Background: an optimization exercise with open tools, aiming at a short achievable clock period and few clock cycles per item. Do not read the settings as production practice. In this exercise RTL edits were held to simulation tests only and were not proved equivalent to the original. Power is estimated from default activity; no workload was simulated.

**flow/run.sh**
```bash
#!/bin/bash
# The standard layout, with timing repair aiming for extra setup slack so that
# the achieved period comes out well under the clock period.
set -euo pipefail
bash standard.sh finish SETUP_SLACK_MARGIN=9.5 TNS_END_PERCENT=100 > flow_make.log 2>&1
```
**config.mk**
```make
export PLATFORM = sky130hd
export DESIGN_NAME = sicb_xcode
export DESIGN_NICKNAME = sicb_xcode
export VERILOG_FILES = /design/flow/design.v
export SDC_FILE = /design/flow/constraint.sdc
export NUM_CORES = 4
export LEC_CHECK = 0
export CAP_MARGIN = 20
export CORE_MARGIN = 2
export CORE_UTILIZATION = 40
export SLEW_MARGIN = 20
export SYNTH_HIERARCHICAL = 1
export SYNTH_MINIMUM_KEEP_SIZE = 0
```
**design.v**
```verilog
module sicb_xcode #(
    parameter [31:0] SRC_SIZE = 32'h0000_4000,
    parameter [31:0] SCN_SIZE = 32'h0000_3000
) (
    input             clk,
    input             rst,
    input             reg_we,
    input             reg_re,
    input      [9:0]  reg_addr,     
    input      [31:0] reg_wdata,
    output reg [31:0] reg_rdata,
    output            busy,
    output            src_req,
    output     [11:0] src_waddr,    
    input             src_gnt,
    input             src_rvalid,
    input      [31:0] src_rdata,
    output            scn_req,
    output     [11:0] scn_waddr,    
    output     [31:0] scn_wdata,
    output     [3:0]  scn_be,
    input             scn_gnt
);
    localparam [9:0] A_VERSION = 10'h000;
    localparam [9:0] A_CMD     = 10'h001;
    localparam [9:0] A_STATUS  = 10'h002;
    localparam [9:0] A_ARG0    = 10'h003;
    localparam [9:0] A_SCN_LEN = 10'h006;
    localparam [9:0] A_ERR_CMD = 10'h00B;
    localparam [9:0] A_PIXOFF  = 10'h014;
    localparam [9:0] A_WIDTH   = 10'h016;
    localparam [9:0] A_HEIGHT  = 10'h017;
    localparam [9:0] A_BPP     = 10'h019;
    localparam [9:0] A_DBYTES  = 10'h020;
    localparam [9:0] A_STRIDE  = 10'h021;
    localparam [3:0] E_IO      = 4'd7;
    localparam [3:0] E_SEQ     = 4'd8;
    localparam [3:0] E_ILLEGAL = 4'd9;
    localparam [3:0] E_RANGE   = 4'd10;
    localparam [1:0] S_IDLE  = 2'd0;
    localparam [1:0] S_DEC   = 2'd1;    
    localparam [1:0] S_CHK2  = 2'd2;    
    localparam [1:0] S_RUN   = 2'd3;
    function [8:0] r16dig(input [4:0] x);
        integer v, m;
        begin
            v = 4 * x[3] + 2 * x[2] + x[1] + x[0] - 8 * x[4];
            m = (v < 0) ? -v : v;
            r16dig = {v < 0, m == 8, m == 7, m == 6, m == 5, m == 4, m == 3, m == 2, m == 1};
        end
    endfunction
    function [34:0] r16row(input [8:0] d, input [34:0] x1, input [34:0] x3,
                           input [34:0] x5, input [34:0] x7);
        reg [34:0] m;
        begin
            m = ({35{d[0]}} & x1)        | ({35{d[1]}} & (x1 << 1)) |
                ({35{d[2]}} & x3)        | ({35{d[3]}} & (x1 << 2)) |
                ({35{d[4]}} & x5)        | ({35{d[5]}} & (x3 << 1)) |
                ({35{d[6]}} & x7)        | ({35{d[7]}} & (x1 << 3));
            r16row = m ^ {35{d[8]}};
        end
    endfunction
    reg [1:0]  state;
    reg        busy_r;
    reg        is_row;        
    reg [31:0] arg0;
    reg [15:0] pixoff, width, height;
    reg [4:0]  bpp;
    reg        err;
    reg [3:0]  errcode;
    reg [31:0] err_cmd;
    assign busy = busy_r;
    wire we_arg0 = reg_we && reg_addr == A_ARG0;
    wire we_pix  = reg_we && reg_addr == A_PIXOFF;
    wire we_w    = reg_we && reg_addr == A_WIDTH;
    wire we_h    = reg_we && reg_addr == A_HEIGHT;
    wire we_b    = reg_we && reg_addr == A_BPP;
    wire we_cmd  = reg_we && reg_addr == A_CMD && !busy_r;
    wire w_nop   = reg_wdata == 32'h0000_0000;
    wire w_reset = reg_wdata == 32'h0000_0001;
    wire w_xrow  = reg_wdata == 32'h0000_0020;
    wire w_xall  = reg_wdata == 32'h0000_0021;
    wire cmd_take  = we_cmd && (!err || w_reset);
    reg        d_nop, d_reset, d_xrow, d_xall;
    reg [31:0] cmd_w;
    wire cmd_reset = (state == S_DEC) && d_reset;
    wire cmd_ill   = (state == S_DEC) && !(d_nop || d_reset || d_xrow || d_xall);
    wire [20:0] db_sum, st_sum, rl_sum;
    mul_add #(.AW(16), .BW(5), .W(21)) u_db (.a(width), .b(bpp), .c(21'd7),  .p(db_sum));
    mul_add #(.AW(16), .BW(5), .W(21)) u_st (.a(width), .b(bpp), .c(21'd31), .p(st_sum));
    mul_add #(.AW(16), .BW(5), .W(21)) u_rl (.a(width), .b(bpp), .c(21'd15), .p(rl_sum));
    wire [17:0] dbytes  = db_sum[20:3];
    wire [17:0] stride  = {st_sum[20:5], 2'b00};
    reg        wr_h, wr_w, wr_b;
    reg [8:0]  dg0, dg1, dg2, dg3, dg4;      
    reg [23:0] xl1, xl3, xl5, xl7;           
    reg [18:0] xm1, xm3, xm5, xm7;           
    reg [2:0]  cl;                           
    reg [7:0]  cl_oh;                        
    reg [19:0] hc [0:7];                     
    reg [31:0] hw_r;                         
    reg [31:0] len_r;                        
    reg  [18:0] m_3, m_5, m_7;                   
    reg  [18:0] wk_3, wk_5, wk_7, hk_3, hk_5, hk_7;  
    wire [18:0] m3_s, m5_s;
    wire [19:0] m7_s;    
    ks_add #(.W(19)) u_m3 (.a({3'd0, reg_wdata[15:0]}), .b({2'd0, reg_wdata[15:0], 1'b0}), .s(m3_s));
    ks_add #(.W(19)) u_m5 (.a({3'd0, reg_wdata[15:0]}), .b({1'd0, reg_wdata[15:0], 2'b0}), .s(m5_s));
    ks_add #(.W(20)) u_m7 (.a({reg_wdata[15:0], 3'b0, 1'b1}), .b({~{3'd0, reg_wdata[15:0]}, 1'b1}), .s(m7_s));
    wire [18:0] w_3 = wr_w ? m_3 : wk_3;
    wire [18:0] w_5 = wr_w ? m_5 : wk_5;
    wire [18:0] w_7 = wr_w ? m_7 : wk_7;
    wire [18:0] h_3 = wr_h ? m_3 : hk_3;
    wire [18:0] h_5 = wr_h ? m_5 : hk_5;
    wire [18:0] h_7 = wr_h ? m_7 : hk_7;
    reg  [6:0]  cr1, cr3, cr5, cr7;
    function [2:0] cfun(input [2:0] w3, input [2:0] b3);
        cfun = 3'd0 - w3 * b3;
    endfunction
    wire [2:0]  c_w  = cfun(reg_wdata[2:0], bpp[2:0]);
    wire [2:0]  c_b  = cfun(width[2:0], reg_wdata[2:0]);
    wire [2:0]  c_nx = (rst || cmd_reset) ? 3'd0 : we_w ? c_w : we_b ? c_b : cl;
    function [6:0] crf(input [2:0] c, input [3:0] k);
        crf = k * c + 8 * k;
    endfunction
    wire [23:0] r8_1, r8_3, r8_5, r8_7, k_1, k_3, k_5, k_7;
    mul_add #(.AW(19), .BW(5), .W(24)) u_r1 (.a({3'd0, width}), .b(bpp), .c({17'd0, cr1}), .p(r8_1));
    mul_add #(.AW(19), .BW(5), .W(24)) u_r3 (.a(w_3), .b(bpp), .c({17'd0, cr3}), .p(r8_3));
    mul_add #(.AW(19), .BW(5), .W(24)) u_r5 (.a(w_5), .b(bpp), .c({17'd0, cr5}), .p(r8_5));
    mul_add #(.AW(19), .BW(5), .W(24)) u_r7 (.a(w_7), .b(bpp), .c({17'd0, cr7}), .p(r8_7));
    mul_add #(.AW(19), .BW(5), .W(24)) u_k1 (.a({3'd0, height}), .b(bpp), .c(24'd0), .p(k_1));
    mul_add #(.AW(19), .BW(5), .W(24)) u_k3 (.a(h_3), .b(bpp), .c(24'd0), .p(k_3));
    mul_add #(.AW(19), .BW(5), .W(24)) u_k5 (.a(h_5), .b(bpp), .c(24'd0), .p(k_5));
    mul_add #(.AW(19), .BW(5), .W(24)) u_k7 (.a(h_7), .b(bpp), .c(24'd0), .p(k_7));
    wire [159:0] hcv;
    genvar gj;
    generate
        for (gj = 0; gj < 8; gj = gj + 1) begin : g_hc
            localparam [3:0] JV = 8 + gj;
            mul_add #(.AW(16), .BW(4), .W(20)) u_hc (.a(height), .b(JV), .c(20'd0), .p(hcv[gj*20 +: 20]));
        end
    endgenerate
    wire [19:0] hcs  = ({20{cl_oh[0]}} & hc[0]) | ({20{cl_oh[1]}} & hc[1]) |
                       ({20{cl_oh[2]}} & hc[2]) | ({20{cl_oh[3]}} & hc[3]) |
                       ({20{cl_oh[4]}} & hc[4]) | ({20{cl_oh[5]}} & hc[5]) |
                       ({20{cl_oh[6]}} & hc[6]) | ({20{cl_oh[7]}} & hc[7]);
    wire [34:0] yl   = wr_w ? {15'd0, hcs} : 35'd0;
    wire [34:0] lr0  = r16row(dg0, {11'd0, xl1}, {11'd0, xl3}, {11'd0, xl5}, {11'd0, xl7});
    wire [34:0] lr1  = {r16row(dg1, {11'd0, xl1}, {11'd0, xl3}, {11'd0, xl5}, {11'd0, xl7}), 4'b0000} | {34'd0, dg0[8]};
    wire [34:0] lr2  = {r16row(dg2, {11'd0, xl1}, {11'd0, xl3}, {11'd0, xl5}, {11'd0, xl7}), 8'h00}   | {30'd0, dg1[8], 4'b0000};
    wire [34:0] lr3  = {r16row(dg3, {11'd0, xl1}, {11'd0, xl3}, {11'd0, xl5}, {11'd0, xl7}), 12'h000} | {26'd0, dg2[8], 8'h00};
    wire [34:0] lr4  = {r16row(dg4, {11'd0, xl1}, {11'd0, xl3}, {11'd0, xl5}, {11'd0, xl7}), 16'h0000} | {22'd0, dg3[8], 12'h000};
    wire [34:0] la_s = lr0 ^ lr1 ^ lr2;
    wire [34:0] la_c = {(lr0 & lr1) | (lr0 & lr2) | (lr1 & lr2), 1'b0};
    wire [34:0] lb_s = lr3 ^ lr4 ^ yl;
    wire [34:0] lb_c = {(lr3 & lr4) | (lr3 & yl) | (lr4 & yl), 1'b0};
    wire [34:0] lc_s = la_s ^ la_c ^ lb_s;
    wire [34:0] lc_c = {(la_s & la_c) | (la_s & lb_s) | (la_c & lb_s), 1'b0};
    wire [34:0] ld_s = lc_s ^ lc_c ^ lb_c;
    wire [34:0] ld_c = {(lc_s & lc_c) | (lc_s & lb_c) | (lc_c & lb_c), 1'b0};
    wire [34:0] ym   = {15'd0, hcs};
    wire [34:0] mr0  = bpp[0] ? {3'd0, hw_r}       : 35'd0;
    wire [34:0] mr1  = bpp[1] ? {2'd0, hw_r, 1'b0} : 35'd0;
    wire [34:0] mr2  = bpp[2] ? {1'd0, hw_r, 2'b0} : 35'd0;
    wire [34:0] mr3  = bpp[3] ? {hw_r, 3'b0}       : 35'd0;
    wire [34:0] mr4  = bpp[4] ? {hw_r[30:0], 4'b0} : 35'd0;
    wire [34:0] ma_s = mr0 ^ mr1 ^ mr2;
    wire [34:0] ma_c = {(mr0 & mr1) | (mr0 & mr2) | (mr1 & mr2), 1'b0};
    wire [34:0] mb_s = mr3 ^ mr4 ^ ym;
    wire [34:0] mb_c = {(mr3 & mr4) | (mr3 & ym) | (mr4 & ym), 1'b0};
    wire [34:0] mc_s = ma_s ^ ma_c ^ mb_s;
    wire [34:0] mc_c = {(ma_s & ma_c) | (ma_s & mb_s) | (ma_c & mb_s), 1'b0};
    wire [34:0] md_s = mc_s ^ mc_c ^ mb_c;
    wire [34:0] md_c = {(mc_s & mc_c) | (mc_s & mb_c) | (mc_c & mb_c), 1'b0};
    wire [34:0] len8;
    ks_add #(.W(35)) u_len (.a(wr_b ? md_s : ld_s), .b(wr_b ? md_c : ld_c), .s(len8));
    wire [31:0] len_cur = len8[34:3];
    wire [31:0] hr0  = r16row(dg0, {16'd0, xm1}, {16'd0, xm3}, {16'd0, xm5}, {16'd0, xm7});
    wire [31:0] hr1  = {r16row(dg1, {16'd0, xm1}, {16'd0, xm3}, {16'd0, xm5}, {16'd0, xm7}), 4'b0000} | {31'd0, dg0[8]};
    wire [31:0] hr2  = {r16row(dg2, {16'd0, xm1}, {16'd0, xm3}, {16'd0, xm5}, {16'd0, xm7}), 8'h00}   | {27'd0, dg1[8], 4'b0000};
    wire [31:0] hr3  = {r16row(dg3, {16'd0, xm1}, {16'd0, xm3}, {16'd0, xm5}, {16'd0, xm7}), 12'h000} | {23'd0, dg2[8], 8'h00};
    wire [31:0] hr4  = {r16row(dg4, {16'd0, xm1}, {16'd0, xm3}, {16'd0, xm5}, {16'd0, xm7}), 16'h0000} | {19'd0, dg3[8], 12'h000};
    wire [31:0] ha_s = hr0 ^ hr1 ^ hr2;
    wire [31:0] ha_c = {(hr0 & hr1) | (hr0 & hr2) | (hr1 & hr2), 1'b0};
    wire [31:0] hb_s = ha_s ^ ha_c ^ hr3;
    wire [31:0] hb_c = {(ha_s & ha_c) | (ha_s & hr3) | (ha_c & hr3), 1'b0};
    wire [31:0] hc_s = hb_s ^ hb_c ^ hr4;
    wire [31:0] hc_c = {(hb_s & hb_c) | (hb_s & hr4) | (hb_c & hr4), 1'b0};
    wire [31:0] hw_new;
    ks_add #(.W(32)) u_hw (.a(hc_s), .b(hc_c), .s(hw_new));
    reg [15:0] s1_sw;         
    reg [17:0] s1_R;          
    reg [17:0] s1_db;
    reg [15:0] s1_hm1;        
    reg [15:0] s1_d;          
    reg [16:0] s1_ap1;        
    reg [15:0] s1_h;
    reg [21:0] s2_hs_0, s2_hs_1, s2_hs_2;    
    reg [21:0] s2_aa_0, s2_aa_1, s2_aa_2;    
    reg [21:0] s2_ar_0, s2_ar_1, s2_ar_2;    
    reg [18:0] s2_xe_0, s2_xe_1, s2_xe_2;    
    reg        s2_xe_big;             
    reg        s2_len_big;            
    reg [13:0] s2_R;
    reg [13:0] s2_nR;         
    reg [15:0] s2_sw;
    reg [13:0] s2_nw;         
    reg [13:0] s2_nc;         
    reg [2:0]  s2_lastn;      
    reg [1:0]  s2_advl;       
    reg        s2_shr;        
    wire [15:0] c_sw = st_sum[20:5];
    wire [17:0] c_db = dbytes;
    wire [21:0] p_hs_0, p_hs_1, p_hs_2, p_aa_0, p_aa_1, p_aa_2, p_ar_0, p_ar_1, p_ar_2;
    wire [18:0] p_xe_0, p_xe_1, p_xe_2;
    mul_add #(.AW(16), .BW(6), .W(22)) u_hs0 (.a(s1_h),   .b(s1_sw[5:0]),   .c(22'd0), .p(p_hs_0));
    mul_add #(.AW(16), .BW(5), .W(22)) u_hs1 (.a(s1_h),   .b(s1_sw[10:6]),  .c(22'd0), .p(p_hs_1));
    mul_add #(.AW(16), .BW(5), .W(22)) u_hs2 (.a(s1_h),   .b(s1_sw[15:11]), .c(22'd0), .p(p_hs_2));
    mul_add #(.AW(16), .BW(6), .W(22)) u_aa0 (.a(s1_hm1), .b(s1_sw[5:0]),   .c(22'd0), .p(p_aa_0));
    mul_add #(.AW(16), .BW(5), .W(22)) u_aa1 (.a(s1_hm1), .b(s1_sw[10:6]),  .c(22'd0), .p(p_aa_1));
    mul_add #(.AW(16), .BW(5), .W(22)) u_aa2 (.a(s1_hm1), .b(s1_sw[15:11]), .c(22'd0), .p(p_aa_2));
    mul_add #(.AW(16), .BW(6), .W(22)) u_ar0 (.a(s1_d),   .b(s1_sw[5:0]),   .c(22'd0), .p(p_ar_0));
    mul_add #(.AW(16), .BW(5), .W(22)) u_ar1 (.a(s1_d),   .b(s1_sw[10:6]),  .c(22'd0), .p(p_ar_1));
    mul_add #(.AW(16), .BW(5), .W(22)) u_ar2 (.a(s1_d),   .b(s1_sw[15:11]), .c(22'd0), .p(p_ar_2));
    mul_add #(.AW(14), .BW(5), .W(19)) u_xe0 (.a(s1_ap1[13:0]), .b(s1_R[4:0]),   .c(19'd0), .p(p_xe_0));
    mul_add #(.AW(14), .BW(5), .W(19)) u_xe1 (.a(s1_ap1[13:0]), .b(s1_R[9:5]),   .c(19'd0), .p(p_xe_1));
    mul_add #(.AW(14), .BW(4), .W(19)) u_xe2 (.a(s1_ap1[13:0]), .b(s1_R[13:10]), .c(19'd0), .p(p_xe_2));
    wire        bpp_ok   = (bpp == 5'd1) || (bpp == 5'd2) || (bpp == 5'd4) ||
                           (bpp == 5'd8) || (bpp == 5'd24);
    wire [35:0] arr_end;
    csa_add #(.N(4), .W(36)) u_ae (.rows({{20'd0, pixoff}, {12'd0, s2_hs_0, 2'b00}, {6'd0, s2_hs_1, 8'b0}, {1'd0, s2_hs_2, 13'b0}}), .sum(arr_end));
    reg         s2_base_ok, s2_row_rng;
    wire        hdr_ok   = s2_base_ok && (arr_end <= {4'd0, SRC_SIZE});
    wire        row_rng  = s2_row_rng;
    wire [27:0] xe;
    csa_add #(.N(3), .W(28)) u_xe (.rows({{9'd0, s2_xe_0}, {4'd0, s2_xe_1, 5'd0}, {s2_xe_2[17:0], 10'd0}}), .sum(xe));
    wire        row_io   = !s2_xe_big && (xe <= SCN_SIZE[27:0]);
    wire        all_io   = !s2_len_big && (len_r <= SCN_SIZE);
    wire [13:0] a0_all, a0_row, xoff;
    csa_add #(.N(4), .W(14)) u_aa (.rows({pixoff[13:0], {s2_aa_0[11:0], 2'b00}, {s2_aa_1[5:0], 8'b0}, {s2_aa_2[0], 13'b0}}), .sum(a0_all));
    csa_add #(.N(4), .W(14)) u_ar (.rows({pixoff[13:0], {s2_ar_0[11:0], 2'b00}, {s2_ar_1[5:0], 8'b0}, {s2_ar_2[0], 13'b0}}), .sum(a0_row));
    csa_add #(.N(4), .W(14)) u_xo (.rows({s2_xe_0[13:0], {s2_xe_1[8:0], 5'd0}, {s2_xe_2[3:0], 10'd0}, s2_nR}), .sum(xoff));
    wire [13:0] a0       = is_row ? a0_row : a0_all;
    wire        chk_fail = !hdr_ok || (is_row ? (!row_rng || !row_io) : !all_io);
    wire [3:0]  chk_code = !hdr_ok ? E_SEQ : (is_row && !row_rng) ? E_RANGE : E_IO;
    localparam DEPTH = 8;
    reg [13:0] nw, nc;
    reg [2:0]  lastn;
    reg [1:0]  advl;
    reg [11:0] swd;           
    reg [3:0]  sel0 [0:3];    
    reg [3:0]  sel1 [0:3];
    reg [3:0]  sel2 [0:3];
    reg        rd_on;
    reg        rq;
    reg [11:0] ra;            
    reg [11:0] rs;            
    reg [13:0] rwl;           
    reg [15:0] rrows;         
    reg [3:0]  space;         
    reg        rrow0;         
    reg        shr;           
    reg [13:0] nwr;           
    reg        f_rwl1, f_rrows1, f_qlast, f_ge2, f_clast, f_crows1;
    reg        nw_ge2, nc_eq1, nwr_eq1;
    assign src_req   = rq;
    assign src_waddr = ra;
    reg [31:0] buf_w [0:DEPTH-1];
    reg [2:0]  wp, wpp1, rp, rpm1, rpp1;
    reg [3:0]  cnt;           
    reg [13:0] qwl;           
    reg        qrow0;         
    reg        qfirst;        
    reg [31:0] fw;            
    reg [31:0] fwn;           
    reg        ch_on;
    reg [13:0] cwl;           
    reg [13:0] ccl;           
    reg        cfirst;        
    reg [15:0] crows;
    reg [3:0]  csel [0:3];    
    reg [3:0]  cnx1 [0:3];
    reg [3:0]  cnx2 [0:3];
    reg        n2_0, n2_1, n2_2;    
    reg        cn2, cnn1, cnn2;
    reg [1:0]  pq;
    reg [31:0] pacc;
    reg [3:0]  pmask;
    reg [11:0] pw;
    reg        pflush;
    reg        o_v, s_v;
    reg [11:0] o_a, s_a;
    reg [31:0] o_d, s_d;
    reg [3:0]  o_be, s_be;
    reg        o_last, s_last;
    assign scn_req   = o_v;
    assign scn_waddr = o_a;
    assign scn_wdata = o_d;
    assign scn_be    = o_be;
    wire o_pop  = o_v && scn_gnt;
    wire p_room = !s_v;
    wire [95:0] win  = {buf_w[rpp1], buf_w[rp], buf_w[rpm1]};
    wire        clast = f_clast;
    wire [1:0]  need = clast ? advl : (cn2 && f_ge2) ? 2'd2 : 2'd1;
    wire        c_go  = ch_on && p_room && !pflush && ({2'b00, need} <= cnt);
    wire        p_take = c_go;
    wire [1:0]  adv   = c_go ? (clast ? advl : 2'd1) : 2'd0;
    wire [7:0]  cb0 = cfirst ? 8'd0 : win[8*csel[0] +: 8];
    wire [7:0]  cb1 = win[8*csel[1] +: 8];
    wire [7:0]  cb2 = win[8*csel[2] +: 8];
    wire [7:0]  cb3 = win[8*csel[3] +: 8];
    wire [31:0] k_d    = {cb3, cb2, cb1, cb0};
    wire [2:0]  k_n    = clast ? lastn : 3'd4;
    wire        k_last = clast && f_crows1;
    wire        r_take   = rq && src_gnt;
    wire        rwl1     = f_rwl1;
    wire        r_lastw  = rwl1 && f_rrows1;
    wire [3:0]  space_a  = space + {2'd0, adv};
    wire        r_extra  = shr && rwl1 && !rrow0;
    wire [3:0]  space_t  = space_a - 4'd1 - {3'd0, r_extra};
    wire [3:0]  sp_need  = 4'd3 + {3'd0, r_extra};
    wire        rqt0     = !r_lastw && (space >= sp_need);
    wire        rqt1     = !r_lastw && (space + 4'd1 >= sp_need);
    wire        rqt2     = !r_lastw && (space + 4'd2 >= sp_need);
    wire        rq_take  = (adv == 2'd0) ? rqt0 : (adv == 2'd1) ? rqt1 : rqt2;
    wire        rq_wait  = (adv == 2'd0) ? (space[3:1] != 3'd0) :
                           (adv == 2'd1) ? (space != 4'd0) : 1'b1;
    wire        q_last   = f_qlast;
    wire        q_ins    = src_rvalid && q_last && shr && !qrow0;
    wire [31:0] k_rot = (pq == 2'd0) ? k_d :
                        (pq == 2'd1) ? {k_d[23:0], k_d[31:24]} :
                        (pq == 2'd2) ? {k_d[15:0], k_d[31:16]} :
                                       {k_d[7:0],  k_d[31:8]};
    wire [3:0]  m_lo  = (pq == 2'd0) ? 4'b0000 :
                        (pq == 2'd1) ? 4'b0001 :
                        (pq == 2'd2) ? 4'b0011 : 4'b0111;
    wire [2:0]  p_tot = {1'b0, pq} + k_n;
    wire [3:0]  m_new = ~m_lo & ((p_tot >= 3'd4) ? 4'b1111 :
                                 (p_tot == 3'd3) ? 4'b0111 :
                                 (p_tot == 3'd2) ? 4'b0011 : 4'b0001);
    wire [3:0]  m_ovf = (p_tot == 3'd7) ? 4'b0111 :
                        (p_tot == 3'd6) ? 4'b0011 :
                        (p_tot == 3'd5) ? 4'b0001 : 4'b0000;
    wire [31:0] merged = {m_lo[3] ? pacc[31:24] : k_rot[31:24],
                          m_lo[2] ? pacc[23:16] : k_rot[23:16],
                          m_lo[1] ? pacc[15:8]  : k_rot[15:8],
                          m_lo[0] ? pacc[7:0]   : k_rot[7:0]};
    reg        e_v;
    reg [11:0] e_a;
    reg [31:0] e_d;
    reg [3:0]  e_be;
    reg        e_last;
    always @(*) begin
        e_v    = 1'b0;
        e_a    = pw;
        e_d    = merged;
        e_be   = pmask | m_new;
        e_last = 1'b1;
        if (pflush) begin
            e_v    = p_room;
            e_d    = pacc;
            e_be   = pmask;
        end else if (p_take) begin
            if (p_tot >= 3'd4) begin
                e_v    = 1'b1;
                e_be   = pmask | ~m_lo;
                e_last = k_last && (p_tot == 3'd4);
            end else begin
                e_v    = k_last;
            end
        end
    end
    integer j;
    function [3:0] selv(input [1:0] off, input t24, input [1:0] ph, input [1:0] lane);
        reg [3:0] m;
        begin
            m = ({2'b00, ph} + {2'b00, lane} + 4'd2) % 4'd3;
            if (t24) selv = {2'b00, off} + {2'b00, lane} + 4'd5 - {m[2:0], 1'b0};
            else     selv = {2'b00, off} + {2'b00, lane} + 4'd3;
        end
    endfunction
    always @(posedge clk) begin
        if (rst) begin
            state    <= S_IDLE;
            busy_r   <= 1'b0;
            is_row   <= 1'b0;
            arg0     <= 32'd0;
            pixoff   <= 16'd0;
            width    <= 16'd0;
            height   <= 16'd0;
            bpp      <= 5'd0;
            err      <= 1'b0;
            errcode  <= 4'd0;
            err_cmd  <= 32'd0;
            wr_h     <= 1'b0;
            wr_w     <= 1'b0;
            wr_b     <= 1'b0;
            len_r    <= 32'd0;
            hw_r     <= 32'd0;
            rd_on    <= 1'b0;
            rq       <= 1'b0;
            ch_on    <= 1'b0;
            pflush   <= 1'b0;
            o_v      <= 1'b0;
            s_v      <= 1'b0;
            o_last   <= 1'b0;
            s_last   <= 1'b0;
            wp       <= 3'd0;
            wpp1     <= 3'd1;
            rp       <= 3'd0;
            rpm1     <= 3'd7;
            rpp1     <= 3'd1;
            cnt      <= 4'd0;
            space    <= DEPTH - 1;
        end else begin
            wr_h  <= we_h;
            wr_w  <= we_w;
            wr_b  <= we_b;
            len_r <= len_cur;
            if (wr_h || wr_w) hw_r <= hw_new;
            if (we_arg0) arg0   <= reg_wdata;
            if (we_pix)  pixoff <= reg_wdata[15:0];
            if (we_w)    width  <= reg_wdata[15:0];
            if (we_h)    height <= reg_wdata[15:0];
            if (we_b)    bpp    <= reg_wdata[4:0];
            if (cmd_reset) begin
                arg0    <= 32'd0;
                pixoff  <= 16'd0;
                width   <= 16'd0;
                height  <= 16'd0;
                bpp     <= 5'd0;
                err     <= 1'b0;
                errcode <= 4'd0;
                err_cmd <= 32'd0;
                wr_h    <= 1'b0;
                wr_w    <= 1'b0;
                wr_b    <= 1'b0;
                len_r   <= 32'd0;
                hw_r    <= 32'd0;
            end
            if (cmd_ill) begin
                err     <= 1'b1;
                errcode <= E_ILLEGAL;
                err_cmd <= cmd_w;
            end
            case (state)
                S_IDLE: begin
                    if (cmd_take) begin
                        state   <= S_DEC;
                        busy_r  <= 1'b1;
                    end
                    cmd_w   <= reg_wdata;
                    d_nop   <= w_nop;
                    d_reset <= w_reset;
                    d_xrow  <= w_xrow;
                    d_xall  <= w_xall;
                end
                S_DEC: begin
                    is_row <= d_xrow;
                    if (d_xrow || d_xall) begin
                        state  <= S_CHK2;
                    end else begin
                        state  <= S_IDLE;
                        busy_r <= 1'b0;
                    end
                end
                S_CHK2: begin
                    nw     <= s2_nw;
                    nc     <= s2_nc;
                    lastn  <= s2_lastn;
                    advl   <= s2_advl;
                    swd    <= s2_sw[11:0];
                    for (j = 0; j < 4; j = j + 1) begin
                        sel0[j] <= selv(pixoff[1:0], bpp == 5'd24, 2'd0, j[1:0]);
                        sel1[j] <= selv(pixoff[1:0], bpp == 5'd24, 2'd1, j[1:0]);
                        sel2[j] <= selv(pixoff[1:0], bpp == 5'd24, 2'd2, j[1:0]);
                        csel[j] <= selv(pixoff[1:0], bpp == 5'd24, 2'd0, j[1:0]);
                        cnx1[j] <= selv(pixoff[1:0], bpp == 5'd24, 2'd1, j[1:0]);
                        cnx2[j] <= selv(pixoff[1:0], bpp == 5'd24, 2'd2, j[1:0]);
                    end
                    ra     <= a0[13:2];
                    rs     <= a0[13:2];
                    rwl    <= s2_nw;
                    f_rwl1 <= (s2_nw == 14'd1);
                    f_qlast <= (s2_nw == 14'd1);
                    f_ge2  <= (s2_nw[13:1] != 13'd0);
                    nw_ge2 <= (s2_nw[13:1] != 13'd0);
                    f_clast <= (s2_nc == 14'd1);
                    nc_eq1 <= (s2_nc == 14'd1);
                    nwr_eq1 <= ((s2_nw - {13'd0, !is_row && s2_shr}) == 14'd1);
                    f_rrows1 <= is_row || (height == 16'd1);
                    f_crows1 <= is_row || (height == 16'd1);
                    rrow0  <= 1'b1;
                    shr    <= !is_row && s2_shr;
                    nwr    <= s2_nw - {13'd0, !is_row && s2_shr};
                    qwl    <= s2_nw;
                    qrow0  <= 1'b1;
                    qfirst <= 1'b1;
                    n2_0   <= selv(pixoff[1:0], bpp == 5'd24, 2'd0, 2'd0) >= 4'd8 ||
                              selv(pixoff[1:0], bpp == 5'd24, 2'd0, 2'd1) >= 4'd8 ||
                              selv(pixoff[1:0], bpp == 5'd24, 2'd0, 2'd2) >= 4'd8 ||
                              selv(pixoff[1:0], bpp == 5'd24, 2'd0, 2'd3) >= 4'd8;
                    n2_1   <= selv(pixoff[1:0], bpp == 5'd24, 2'd1, 2'd0) >= 4'd8 ||
                              selv(pixoff[1:0], bpp == 5'd24, 2'd1, 2'd1) >= 4'd8 ||
                              selv(pixoff[1:0], bpp == 5'd24, 2'd1, 2'd2) >= 4'd8 ||
                              selv(pixoff[1:0], bpp == 5'd24, 2'd1, 2'd3) >= 4'd8;
                    n2_2   <= selv(pixoff[1:0], bpp == 5'd24, 2'd2, 2'd0) >= 4'd8 ||
                              selv(pixoff[1:0], bpp == 5'd24, 2'd2, 2'd1) >= 4'd8 ||
                              selv(pixoff[1:0], bpp == 5'd24, 2'd2, 2'd2) >= 4'd8 ||
                              selv(pixoff[1:0], bpp == 5'd24, 2'd2, 2'd3) >= 4'd8;
                    cn2    <= selv(pixoff[1:0], bpp == 5'd24, 2'd0, 2'd0) >= 4'd8 ||
                              selv(pixoff[1:0], bpp == 5'd24, 2'd0, 2'd1) >= 4'd8 ||
                              selv(pixoff[1:0], bpp == 5'd24, 2'd0, 2'd2) >= 4'd8 ||
                              selv(pixoff[1:0], bpp == 5'd24, 2'd0, 2'd3) >= 4'd8;
                    cnn1   <= selv(pixoff[1:0], bpp == 5'd24, 2'd1, 2'd0) >= 4'd8 ||
                              selv(pixoff[1:0], bpp == 5'd24, 2'd1, 2'd1) >= 4'd8 ||
                              selv(pixoff[1:0], bpp == 5'd24, 2'd1, 2'd2) >= 4'd8 ||
                              selv(pixoff[1:0], bpp == 5'd24, 2'd1, 2'd3) >= 4'd8;
                    cnn2   <= selv(pixoff[1:0], bpp == 5'd24, 2'd2, 2'd0) >= 4'd8 ||
                              selv(pixoff[1:0], bpp == 5'd24, 2'd2, 2'd1) >= 4'd8 ||
                              selv(pixoff[1:0], bpp == 5'd24, 2'd2, 2'd2) >= 4'd8 ||
                              selv(pixoff[1:0], bpp == 5'd24, 2'd2, 2'd3) >= 4'd8;
                    rrows  <= is_row ? 16'd1 : height;
                    cwl    <= s2_nw;
                    ccl    <= s2_nc - 14'd1;
                    cfirst <= 1'b1;
                    crows  <= is_row ? 16'd1 : height;
                    pq     <= is_row ? xoff[1:0] : 2'd0;
                    pw     <= is_row ? xoff[13:2] : 12'd0;
                    pmask  <= 4'd0;
                    if (chk_fail) begin
                        err     <= 1'b1;
                        errcode <= chk_code;
                        err_cmd <= is_row ? 32'h0000_0020 : 32'h0000_0021;
                        state   <= S_IDLE;
                        busy_r  <= 1'b0;
                    end else begin
                        state  <= S_RUN;
                        rd_on  <= 1'b1;
                        rq     <= 1'b1;
                        ch_on  <= 1'b1;
                    end
                end
                S_RUN: begin
                    if (o_pop && o_last) begin
                        state  <= S_IDLE;
                        busy_r <= 1'b0;
                    end
                end
                default: state <= S_IDLE;
            endcase
            space <= r_take ? space_t : space_a;
            if (rd_on) begin
                if (r_take) begin
                    if (rwl1) begin
                        rs    <= rs - swd;
                        ra    <= rs - swd;
                        rwl   <= nwr;
                        f_rwl1 <= nwr_eq1;
                        rrow0 <= 1'b0;
                        rrows <= rrows - 16'd1;
                        f_rrows1 <= (rrows == 16'd2);
                        if (f_rrows1) rd_on <= 1'b0;
                    end else begin
                        ra  <= ra + 12'd1;
                        rwl <= rwl - 14'd1;
                        f_rwl1 <= (rwl == 14'd2);
                    end
                end
                rq <= r_take ? rq_take : rq_wait;
            end
            if (src_rvalid) begin
                buf_w[wp] <= src_rdata;
                if (q_ins) buf_w[wpp1] <= fw;
                wp   <= wp + (q_ins ? 3'd2 : 3'd1);
                wpp1 <= wpp1 + (q_ins ? 3'd2 : 3'd1);
                if (q_last) begin
                    qwl    <= nwr;
                    f_qlast <= nwr_eq1;
                    qrow0  <= 1'b0;
                    qfirst <= 1'b1;
                    fw     <= qfirst ? src_rdata : fwn;
                end else begin
                    qwl    <= qwl - 14'd1;
                    f_qlast <= (qwl == 14'd2);
                    qfirst <= 1'b0;
                    if (qfirst) fwn <= src_rdata;
                end
            end
            cnt  <= cnt + {2'd0, src_rvalid, 1'b0} - {3'd0, src_rvalid && !q_ins} - {2'd0, adv};
            rp   <= rp + {1'b0, adv};
            rpm1 <= rpm1 + {1'b0, adv};
            rpp1 <= rpp1 + {1'b0, adv};
            if (c_go) begin
                if (clast) begin
                    cwl    <= nw;
                    f_ge2  <= nw_ge2;
                    ccl    <= nc - 14'd1;
                    f_clast <= nc_eq1;
                    cfirst <= 1'b1;
                    crows  <= crows - 16'd1;
                    f_crows1 <= (crows == 16'd2);
                    if (f_crows1) ch_on <= 1'b0;
                    for (j = 0; j < 4; j = j + 1) begin
                        csel[j] <= sel0[j];
                        cnx1[j] <= sel1[j];
                        cnx2[j] <= sel2[j];
                    end
                    cn2  <= n2_0;
                    cnn1 <= n2_1;
                    cnn2 <= n2_2;
                end else begin
                    cwl    <= cwl - 14'd1;
                    f_ge2  <= (cwl[13:2] != 12'd0) || (cwl[1:0] == 2'd3);
                    ccl    <= ccl - 14'd1;
                    f_clast <= (ccl == 14'd1);
                    cfirst <= 1'b0;
                    for (j = 0; j < 4; j = j + 1) begin
                        csel[j] <= cnx1[j];
                        cnx1[j] <= cnx2[j];
                        cnx2[j] <= csel[j];
                    end
                    cn2  <= cnn1;
                    cnn1 <= cnn2;
                    cnn2 <= cn2;
                end
            end
            if (pflush) begin
                if (p_room) pflush <= 1'b0;
            end else if (p_take) begin
                if (p_tot >= 3'd4) begin
                    pw     <= pw + 12'd1;
                    pacc   <= k_rot;
                    pmask  <= m_ovf;
                    pq     <= p_tot[1:0];
                    pflush <= k_last && (p_tot != 3'd4);
                end else begin
                    pacc   <= merged;
                    pmask  <= pmask | m_new;
                    pq     <= p_tot[1:0];
                end
            end
            if (o_pop || !o_v) begin
                if (s_v) begin
                    o_v    <= 1'b1;
                    o_a    <= s_a;
                    o_d    <= s_d;
                    o_be   <= s_be;
                    o_last <= s_last;
                    s_v    <= e_v;
                end else begin
                    o_v    <= e_v;
                    o_a    <= e_a;
                    o_d    <= e_d;
                    o_be   <= e_be;
                    o_last <= e_last;
                end
            end else if (e_v) begin
                s_v <= 1'b1;
            end
            if (e_v) begin
                s_a    <= e_a;
                s_d    <= e_d;
                s_be   <= e_be;
                s_last <= e_last;
            end
        end
    end
    always @(posedge clk) begin
        if (rst || cmd_reset) begin
            dg0 <= 9'd0; dg1 <= 9'd0; dg2 <= 9'd0; dg3 <= 9'd0; dg4 <= 9'd0;
        end else if (we_w || we_h) begin
            dg0 <= r16dig({reg_wdata[3:0], 1'b0});
            dg1 <= r16dig(reg_wdata[7:3]);
            dg2 <= r16dig(reg_wdata[11:7]);
            dg3 <= r16dig(reg_wdata[15:11]);
            dg4 <= r16dig({4'd0, reg_wdata[15]});
        end else begin
            dg0 <= r16dig({height[3:0], 1'b0});
            dg1 <= r16dig(height[7:3]);
            dg2 <= r16dig(height[11:7]);
            dg3 <= r16dig(height[15:11]);
            dg4 <= r16dig({4'd0, height[15]});
        end
        if (we_w) begin
            xl1 <= k_1;   xl3 <= k_3;   xl5 <= k_5;   xl7 <= k_7;
        end else begin
            xl1 <= r8_1;  xl3 <= r8_3;  xl5 <= r8_5;  xl7 <= r8_7;
        end
        if (we_h) begin
            xm1 <= {3'd0, width}; xm3 <= w_3; xm5 <= w_5; xm7 <= w_7;
        end else begin
            xm1 <= {3'd0, height}; xm3 <= h_3; xm5 <= h_5; xm7 <= h_7;
        end
        cl <= c_nx;
        for (j = 0; j < 8; j = j + 1)
            cl_oh[j] <= (rst || cmd_reset) ? (j == 0) :
                        we_w ? (c_w == j[2:0]) : we_b ? (c_b == j[2:0]) : cl_oh[j];
        for (j = 0; j < 8; j = j + 1)
            hc[j] <= hcv[j*20 +: 20];
        if (rst || cmd_reset) begin
            cr1 <= crf(3'd0, 4'd1); cr3 <= crf(3'd0, 4'd3);
            cr5 <= crf(3'd0, 4'd5); cr7 <= crf(3'd0, 4'd7);
        end else if (we_w) begin
            cr1 <= crf(c_w, 4'd1); cr3 <= crf(c_w, 4'd3);
            cr5 <= crf(c_w, 4'd5); cr7 <= crf(c_w, 4'd7);
        end else if (we_b) begin
            cr1 <= crf(c_b, 4'd1); cr3 <= crf(c_b, 4'd3);
            cr5 <= crf(c_b, 4'd5); cr7 <= crf(c_b, 4'd7);
        end
        m_3 <= m3_s;
        m_5 <= m5_s;
        m_7 <= m7_s[19:1];
        if (rst || cmd_reset) begin
            wk_3 <= 19'd0; wk_5 <= 19'd0; wk_7 <= 19'd0;
            hk_3 <= 19'd0; hk_5 <= 19'd0; hk_7 <= 19'd0;
        end else begin
            wk_3 <= w_3; wk_5 <= w_5; wk_7 <= w_7;
            hk_3 <= h_3; hk_5 <= h_5; hk_7 <= h_7;
        end
    end
    always @(posedge clk) begin
        s1_sw  <= c_sw;
        s1_R   <= rl_sum[20:3];
        s1_db  <= c_db;
        s1_hm1 <= height - 16'd1;
        s1_d   <= height - 16'd1 - arg0[15:0];
        s1_ap1 <= {1'b0, arg0[15:0]} + 17'd1;
        s1_h   <= height;
        s2_hs_0 <= p_hs_0;  s2_hs_1 <= p_hs_1;  s2_hs_2 <= p_hs_2;
        s2_aa_0 <= p_aa_0;  s2_aa_1 <= p_aa_1;  s2_aa_2 <= p_aa_2;
        s2_ar_0 <= p_ar_0;  s2_ar_1 <= p_ar_1;  s2_ar_2 <= p_ar_2;
        s2_xe_0 <= p_xe_0;  s2_xe_1 <= p_xe_1;  s2_xe_2 <= p_xe_2;
        s2_xe_big  <= (s1_ap1[16:14] != 3'd0) || (s1_R[17:14] != 4'd0);
        s2_len_big <= (s1_h[15:14] != 2'd0) || (s1_R[17:14] != 4'd0);
        s2_R       <= s1_R[13:0];
        s2_nR      <= 14'd0 - s1_R[13:0];
        s2_base_ok <= (width != 16'd0) && (height != 16'd0) && bpp_ok;
        s2_row_rng <= arg0 < {16'd0, height};
        s2_sw      <= s1_sw;
        s2_nw      <= ({12'd0, pixoff[1:0]} + s1_db[13:0] + 14'd3) >> 2;
        s2_nc      <= (s1_db[13:0] + 14'd4) >> 2;
        s2_lastn   <= {1'b0, s1_db[1:0]} + 3'd1;
        s2_shr     <= ((({12'd0, pixoff[1:0]} + s1_db[13:0] + 14'd3) >> 2) == {1'b0, s1_sw[12:0]} + 14'd1) && (s1_sw[15:13] == 3'd0);
        s2_advl    <= ((({12'd0, pixoff[1:0]} + s1_db[13:0] + 14'd3) >> 2) + 14'd1 - ((s1_db[13:0] + 14'd4) >> 2));
    end
    always @(posedge clk) begin
        begin
            case (reg_addr)
                A_VERSION: reg_rdata <= 32'h0000_0007;
                A_STATUS:  reg_rdata <= {24'd0, errcode, 2'b00, err, 1'b0};
                A_ARG0:    reg_rdata <= arg0;
                A_SCN_LEN: reg_rdata <= len_cur;
                A_ERR_CMD: reg_rdata <= err_cmd;
                A_PIXOFF:  reg_rdata <= {16'd0, pixoff};
                A_WIDTH:   reg_rdata <= {16'd0, width};
                A_HEIGHT:  reg_rdata <= {16'd0, height};
                A_BPP:     reg_rdata <= {27'd0, bpp};
                A_DBYTES:  reg_rdata <= {14'd0, dbytes};
                A_STRIDE:  reg_rdata <= {14'd0, stride};
                default:   reg_rdata <= 32'd0;
            endcase
        end
    end
endmodule
module mul_add #(parameter integer AW = 16, parameter integer BW = 8, parameter integer W = 24) (
    input  [AW-1:0] a,
    input  [BW-1:0] b,
    input  [W-1:0]  c,
    output [W-1:0]  p
);
    wire [(BW+1)*W-1:0] rows;
    wire [W+BW-1:0]     az = {{(W+BW-AW){1'b0}}, a};
    genvar i;
    generate
        for (i = 0; i < BW; i = i + 1) begin : pp
            wire [W+BW-1:0] sh = az << i;
            assign rows[i*W +: W] = b[i] ? sh[W-1:0] : {W{1'b0}};
        end
    endgenerate
    assign rows[BW*W +: W] = c;
    csa_add #(.N(BW + 1), .W(W)) u_sum (.rows(rows), .sum(p));
endmodule
module csa_add #(parameter integer N = 3, parameter integer W = 8) (
    input  [N*W-1:0] rows,
    output [W-1:0]   sum
);
    function integer nxt(input integer r);
        nxt = (r / 3) * 2 + (r % 3);
    endfunction
    function integer rows_at(input integer l);
        integer k, i;
        begin
            k = N;
            for (i = 0; i < l; i = i + 1) k = (k > 2) ? nxt(k) : k;
            rows_at = k;
        end
    endfunction
    function integer nlev(input integer dummy);
        integer k, n;
        begin
            k = N; n = 0;
            while (k > 2) begin k = nxt(k); n = n + 1; end
            nlev = n;
        end
    endfunction
    localparam integer L = nlev(0);
    wire [(L+1)*N*W-1:0] lv;
    assign lv[N*W-1:0] = rows;
    genvar l, g;
    generate
        for (l = 0; l < L; l = l + 1) begin : lev
            localparam integer R  = rows_at(l);
            localparam integer G  = R / 3;
            localparam integer RN = rows_at(l + 1);
            for (g = 0; g < G; g = g + 1) begin : fa
                wire [W-1:0] a = lv[(l*N + 3*g)*W +: W];
                wire [W-1:0] b = lv[(l*N + 3*g + 1)*W +: W];
                wire [W-1:0] c = lv[(l*N + 3*g + 2)*W +: W];
                wire [W-1:0] cy = (a & b) | (a & c) | (b & c);
                assign lv[((l+1)*N + 2*g)*W +: W]     = a ^ b ^ c;
                assign lv[((l+1)*N + 2*g + 1)*W +: W] = {cy[W-2:0], 1'b0};
            end
            for (g = 2*G; g < RN; g = g + 1) begin : pass
                assign lv[((l+1)*N + g)*W +: W] = lv[(l*N + g - 2*G + 3*G)*W +: W];
            end
            if (RN < N) begin : pad
                assign lv[((l+1)*N + RN)*W +: (N-RN)*W] = {(N-RN)*W{1'b0}};
            end
        end
        if (rows_at(L) == 1) begin : one
            assign sum = lv[(L*N)*W +: W];
        end else begin : two
            ks_add #(.W(W)) u_cpa (.a(lv[(L*N)*W +: W]), .b(lv[(L*N + 1)*W +: W]), .s(sum));
        end
    endgenerate
endmodule
module ks_add #(parameter integer W = 32) (
    input  [W-1:0] a,
    input  [W-1:0] b,
    output [W-1:0] s
);
    function [W-1:0] ksum(input [W-1:0] x, input [W-1:0] y);
        reg [W-1:0] g, p, m;
        integer d;
        begin
            g = x & y;
            p = x ^ y;
            for (d = 1; d < W; d = d * 2) begin
                m = {W{1'b1}} >> (W - d);         
                g = g | (p & (g << d));
                p = p & ((p << d) | m);
            end
            ksum = (x ^ y) ^ (g << 1);
        end
    endfunction
    assign s = ksum(a, b);
endmodule
```
**constraint.sdc**
```tcl
create_clock -name core_clock -period 15.0 [get_ports {clk}]
set_input_delay 3.0000 -clock core_clock [delete_from_list [all_inputs] [get_ports {clk}]]
set_output_delay 3.0000 -clock core_clock [all_outputs]
set_load 0.01 [all_outputs]
```
**standard.sh**
```bash
#!/bin/bash
# synth_recipe.tcl (not shown) runs the flow's synth.tcl, then flattens the netlist and writes it again
# the make line also repeats each setting of config.mk as NAME=value (left out here)
make -C /OpenROAD-flow-scripts/flow DESIGN_CONFIG=/design/flow/config.mk WORK_HOME=/design/flow/orfs CLKGATE_MAP_FILE= SYNTH_SCRIPT=/design/flow/synth_recipe.tcl "${@:-finish}"
```
==> impl_metrics.csv <==
group,metric,value,unit
clocking,ctsRootBufferMaster,"clkbuf_16",
timing,fmax,178.9,MHz
floorplan,fp.dieW,729.9,um
timing,rsz0062_at_grt,"yes",
clocking,clockBufferDepth,4,
drt,wl,703.9,mm
timing,period_minus_slack,5.590,ns
global_routing,grt_max_degree,156,
clocking,cts_buffers,229,
timing,tns,0,ns
cells_and_area,nets,25716,
clocking,cts_tree,"built",
cells_and_area,drive_gt1_share,13.83,%
timing,slew_violations,0,
cells_and_area,area_growth,12.08,%
worst_setup_path,cpMaxStageDelayCell,"clkdlybuf4s50_1",
cells_and_area,final_util,45.01,%
status,outcome,"no timing/DRC/antenna violations",
clocking,clock_latency,1.00,ns
global_routing,grt_pass1_vias,164690,
place,place_hpwl,511.0,mm
worst_hold_path,min_path_type,"flop to flop",
global_routing,grt_pass1_wl,1051,mm
floorplan,fp.coreArea,524900,um2
floorplan,top_level_ports,176,
timing,skew,0.09631,ns
yosys,syn_inst,20694,
worst_setup_path,critPathRequiredTime,15.79,ns
worst_setup_path,crit_chain,"clkdlybuf4s50_1 -> buf_4 -> inv_1 -> ha_1 -> a21oi_1 -> o21bai_1 -> a221oi_1 -> o31ai_1 -> xor2_1",
drt,ant_nets,0,
worst_setup_path,arrival,6.38,ns
drt,vias_per_cell,5.618,
global_routing,grt-ovfl-total,0,
cells_and_area,final_area,236200,um2
place,place_congestion,1.013,
cells_and_area,multiInputGateArea,162600,um2
floorplan,dieArea,532700,um2
yosys,syn_area,210800,um2
global_routing,grt.total_usage,25.85,%
cells_and_area,seq_area,46160,um2
yosys,post_synth.cell_area_avg,10.19,um2
flow_run,cap_violations,0,
drt,drcViolationCount,0,
drt,avgRoutedWirePerCell,24.03,um
cells_and_area,final_common_cell,"fa_1",
power,total_leakage_power,102.0,nW
cells_and_area,mostFrequentLayoutCells,"fa_1 (2482), and2_1 (1741), conb_1 (1682)",
drt,first_iter_violations,16787,
drt,dr.pass1.iters,11,
place,dpl_cell_area,224600,um2
cells_and_area,fill_cells,49828,
timing,setup_viol,0,
floorplan,rows,266,
worst_setup_path,critPathLaunchType,"input pin",
drt,vias,164545,
clocking,clk_pin_slew_worst_paths,0.06,ns
worst_setup_path,crit_type,"input pin to flop",
worst_setup_path,critPathMaxFanout,9,
yosys,synth_warnings,24,
power,power.density,100.0,nW/um2
global_routing,antenna_found_initial,95,
power,peakVddDrop,236.1,uV
worst_setup_path,worst_path_largest_cell_delay,1.16,ns
floorplan,start_util,40.16,%
clocking,cts.htree.levels,4,
timing,finalHoldViolations,0,
clocking,clock_sink_count,1913,
timing,worst_slew_margin_rel,18.69,%
timing,finalCritPeriodShare,37.27,%
place,portBuffers,174,
floorplan,dieHeight,729.9,um
worst_setup_path,end_kind,"flop",
timing,worst_pin_slew,1.210,ns
worst max-delay path, delay by kind of cell:
kind / cells / cell delay (ns)
adder cells (fa/ha/maj): 1 / 0.41
AO/OA/AOI/OAI: 4 / 0.79
XOR/XNOR: 1 / 0.41
buffers and inverters: 3 / 1.74
metal layers:
metal	vias up	share of wire, %	GRT usage [%]
met5	-	0.12	0.5171
met1	82402	41	33.99
met2	7048	44	40.01
met4	42	5.9	12.72
li1	73318	-	-
met3	1735	9.2	5.975
final timing paths:
| kind | startpoint | end | slack, ns | cells past startpoint |
|---|---|---|---|---|
| hold / removal | s2_lastn[2] | lastn[2] | 0.40 | 0 |
| hold reg to reg | s2_lastn[2] | lastn[2] | 0.40 | 0 |
| setup / recovery | reg_wdata[12] | m_7[15] | 9.41 | 9 |
| setup reg to reg | dg0[0] | reg_rdata[30] | 9.42 | 21 |
power by group:
part,internal [mW],switching (mW)
Sequential,5.97,0.677
Combinational,4.66,6.19
Clock,3.57,2.56
Total,14.2,9.43
stage by stage:
step / power (mW) / setup WS (ns) / instances / hold slack [ns]
4_1_cts: 23.33 / 9.258 / 29147 / 0.4022
3_5_place_dp: 17.00 / 7.233 / 28683 / 0.3887
6_report: 23.62 / 9.410 / 29291 / 0.4018
2_1_floorplan: 14.65 / 9.385 / 22307 / 0.3699
5_1_grt: 25.29 / 9.333 / 29225 / 0.4067
3_3_place_gp: 16.88 / 7.241 / 28683 / 0.3858
state kept, by name, indices dropped and copies added, names as in the netlist, 24 cells and up:
name       cells
xl7           24
fw            32
hc           160
fwn           32
len_r         32
o_d           32
cmd_w         32
xl5           24
reg_rdata     32
pacc          32
xl3           24
xl1           24
err_cmd       32
s_d           32
hw_r          32
buf_w        256
arg0          32
area by class of cell:
cell class	count	share of cell area, %
clock inverters	133	0.7510
well taps	6968	3.691
multi-input cells	18108	68.84
repair buffers	531	2.331
flip-flops and latches	1913	19.54
diodes	75	0.07945
inverters	1268	2.032
clock buffers	295	2.732
what timing repair did:
action / in CTS / in global routing
setup buffers: 26 / 58
pin swaps: 21 / 62
endpoints found under the setup margin: 499 / 210
hold buffers: 0 / 0
gates resized for setup: 229 / 292
cloned: 10 / 10
Testbench counts, summed over its fixed seeds: cycles 64,650, bytes 229,390.

## static timing again, ports no longer ideal
No port has a modelled driver above. Below, the same layout with a new extraction and two added sets of constraints.
Step 1 assumes that a clkbuf_16 drives the clock port and a buf_2 every other input.
Step 2 also shifts input and output timing later by t, the mid clock arrival at the registers, as if the neighbouring blocks saw the same clock.
Slacks: no drivers / after step 1 / after step 2; pairs: no drivers / after step 1.
t (ns): 1.083
setup slack, ns: 9.410 / 9.425 / 8.417
hold WS [ns]: 0.402 / 0.402 / 0.402
After both steps setup and hold are still met in this run. The setup slack of this run moves by +0.015 ns with the drivers and by -0.993 ns with both steps.
